Background: an optimization exercise with open tools, aiming at small area, a short achievable clock period and few clock cycles. Do not read the settings as production practice. Function was checked by simulation only, so behaviour that the tests miss may differ from the original. Power and IR drop assume default switching activity.

// pi_dma
module pi_dma (
    input  wire        clk,
    input  wire        rst,             
    input  wire        reg_valid,
    input  wire        reg_we,
    input  wire [3:0]  reg_idx,         
    input  wire [31:0] reg_wdata,
    output reg         reg_ready,       
    output reg         reg_rvalid,
    output reg  [31:0] reg_rdata,
    output reg         irq_out,
    input  wire [31:0] image_size,
    output reg         sys_req,
    output reg         sys_we,
    output wire [19:0] sys_addr,
    output wire [63:0] sys_wdata,
    output wire [7:0]  sys_wstrb,
    input  wire        sys_gnt,
    input  wire        sys_rvalid,
    input  wire [63:0] sys_rdata,
    output reg         st_req,
    output reg         st_we,
    output wire [11:0] st_addr,
    output wire [63:0] st_wdata,
    output wire [7:0]  st_wstrb,
    input  wire        st_gnt,
    input  wire        st_rvalid,
    input  wire [63:0] st_rdata,
    output reg         im_req,
    output wire [24:0] im_addr,
    input  wire        im_gnt,
    input  wire        im_rvalid,
    input  wire [63:0] im_rdata
);
For scale: ~3,600 cells after synthesis, roughly 760 flip-flops, about 41,000 um^2 of cells after synthesis.
clock: 8.0 ns
lec_check: 0
cap_margin: 20
core_margin: 2
core_utilization: 40
cts_cluster_diameter: 150
cts_cluster_size: 18
setup_slack_margin: 5
slew_margin: 20
tns_end_percent: 25
standard.sh (not shown) runs the stock make flow with config.mk's settings and CLKGATE_MAP_FILE= SYNTH_SCRIPT=/design/flow/synth_recipe.tcl, a recipe that flattens the netlist after the stock synthesis.
==> flow/flow/run.sh <==
#!/bin/bash
# Standard layout (the standard.sh, unchanged synthesis), with one change:
# the port buffers that global placement inserts on every input and output
# are sky130_fd_sc_hd__buf_2 instead of the tool's default pick.
set -euo pipefail
export BUFFER_PORTS_ARGS="-buffer_cell sky130_fd_sc_hd__buf_2"
bash standard.sh > standard_make.log 2>&1
Testbench counts at the start, summed over its fixed seeds: cycles 10,803.
Rerun with:
- TNS_END_PERCENT: 25 -> 15
What happened:
- routed wire length rises by 1.6%
- total power rises by about 0.8%
- global-route usage barely changes
- cell area came out higher by 0.85%
- setup slack improved by 0.046 ns
- area after synthesis does not change
Rerun with:
- TNS_END_PERCENT: 15 -> 10
Final cell count came out lower by 0.89%.
Final area came out lower by 1.1%.
Total power came out lower by 0.83%.
Count of clock-buffer cells in the layout came out higher by 1.
Via count came out lower by 1.1%.
Area after synthesis stays the same.


Another version of the RTL of pi_dma (not shown whole).
Size in the first run: ~3,800 cells after synthesis, ~740 flip-flops, roughly 510 I/O pins.
clock: 8.0 ns
lec_check: 0
cap_margin: 20
core_margin: 2
core_utilization: 40
setup_slack_margin: 4.5
slew_margin: 20
run.sh (not shown) runs the stock make flow with config.mk's settings and CLKGATE_MAP_FILE= SYNTH_SCRIPT=/design/flow/synth_recipe.tcl, a recipe that flattens the netlist after the stock synthesis.
Stock flow here: none of the scripts above is used.
Testbench counts at the start, summed over its fixed seeds: cycles 10,758.
Rerun with:
--- a/flow/config.mk
+++ b/flow/config.mk
@@ -10,3 +10,2 @@
 export CORE_UTILIZATION = 40
-export SETUP_SLACK_MARGIN = 4.5
 export SLEW_MARGIN = 20
Total power came out lower by 2.8%.
Utilization came out lower by 3.5 points.
Synthesized area does not change.
Sequential power stays flat.
Via count came out lower by about 4%.
Final area came out lower by about 6.6%.
Worst setup slack gets worse by 1900 ps.
Wire length came out lower by about 5%.
First-iteration DRC count came out higher by about 6%.
Die area is unchanged.


pi_dma, a different RTL version from the one above (not shown whole).
Size: roughly 770 flip-flops, roughly 510 I/O pins.
clock: 8.0 ns
lec_check: 0
cap_margin: 20
core_margin: 2
core_utilization: 40
setup_slack_margin: 5
slew_margin: 20
Testbench counts at the start, summed over its fixed seeds: cycles 10,758.
Then changed:
==> flow/flow/run.sh (new file) <==
#!/bin/bash
# Standard layout (the standard.sh, unchanged synthesis), with one change:
# the port buffers that global placement inserts on every input and output
# are sky130_fd_sc_hd__buf_2 instead of the tool's default pick.
set -euo pipefail
export BUFFER_PORTS_ARGS="-buffer_cell sky130_fd_sc_hd__buf_2"
bash standard.sh > standard_make.log 2>&1
==> flow/standard.sh (new file) <==
#!/bin/bash
# synth_recipe.tcl (not shown) runs the flow's synth.tcl, then flattens the netlist and writes it again
# the make line also repeats each setting of config.mk as NAME=value (left out here)
make -C /OpenROAD-flow-scripts/flow DESIGN_CONFIG=/design/flow/config.mk WORK_HOME=/design/flow/orfs CLKGATE_MAP_FILE= SYNTH_SCRIPT=/design/flow/synth_recipe.tcl "${@:-finish}"
--- a/flow/config.mk
+++ b/flow/config.mk
@@ -12,0 +13 @@
+export TNS_END_PERCENT = 10
removed: flow/run.sh
- The changed run finished clean
- worst setup slack gains 0.029 ns
- wire length falls by a little under a tenth
- clock-buffer cell count falls by 5
- area after synthesis stays the same
- design area falls by roughly a tenth
- via count falls by a few percent
- final cell count falls by a few percent
- sequential power is about the same

==> static timing again, ports no longer ideal <==
The results above use ideal ports. As a check the final layouts listed here were re-extracted and re-timed, cells and wires unchanged. Step 1 assumes that a clkbuf_16 drives the clock port and a buf_2 every other input. Step 2, shift: input delay + t, output delay - t, t = (earliest + latest rising clock arrival at the registers) / 2. This alone moves slack from input paths to output paths. Slacks: ideal / step 1 / step 2; pairs: ideal / step 1.
| run | t, ns | slack for setup (ns) | slew at the worst register clock pin (ns) | pins driven straight from the clock port |
|---|---|---|---|---|
| the first run of note 1 | 0.703 | 4.763 / 4.796 / 4.093 | 0.10 / 0.10 | 1 |
| the second run of note 1 | 0.718 | 4.810 / 4.804 / 4.086 | 0.11 / 0.11 | 1 |
| the third run of note 1 | 0.703 | 4.843 / 4.832 / 4.129 | 0.10 / 0.10 | 1 |
| the first run of note 2 | 0.730 | 3.507 / 3.542 / 2.811 | 0.07 / 0.07 | 1 |
| the second run of note 2 | 0.734 | 1.589 / 1.629 / 0.895 | 0.07 / 0.07 | 1 |
| the first run of note 3 | 0.737 | 4.407 / 4.407 / 3.745 | 0.07 / 0.07 | 1 |
| the second run of note 3 | 0.744 | 4.436 / 4.436 / 3.773 | 0.07 / 0.07 | 1 |
After both steps setup and hold are still met in every run listed. The setup slack of the second run of note 1, which loses most, moves by -0.006 ns with the drivers and by -0.724 ns with both steps.
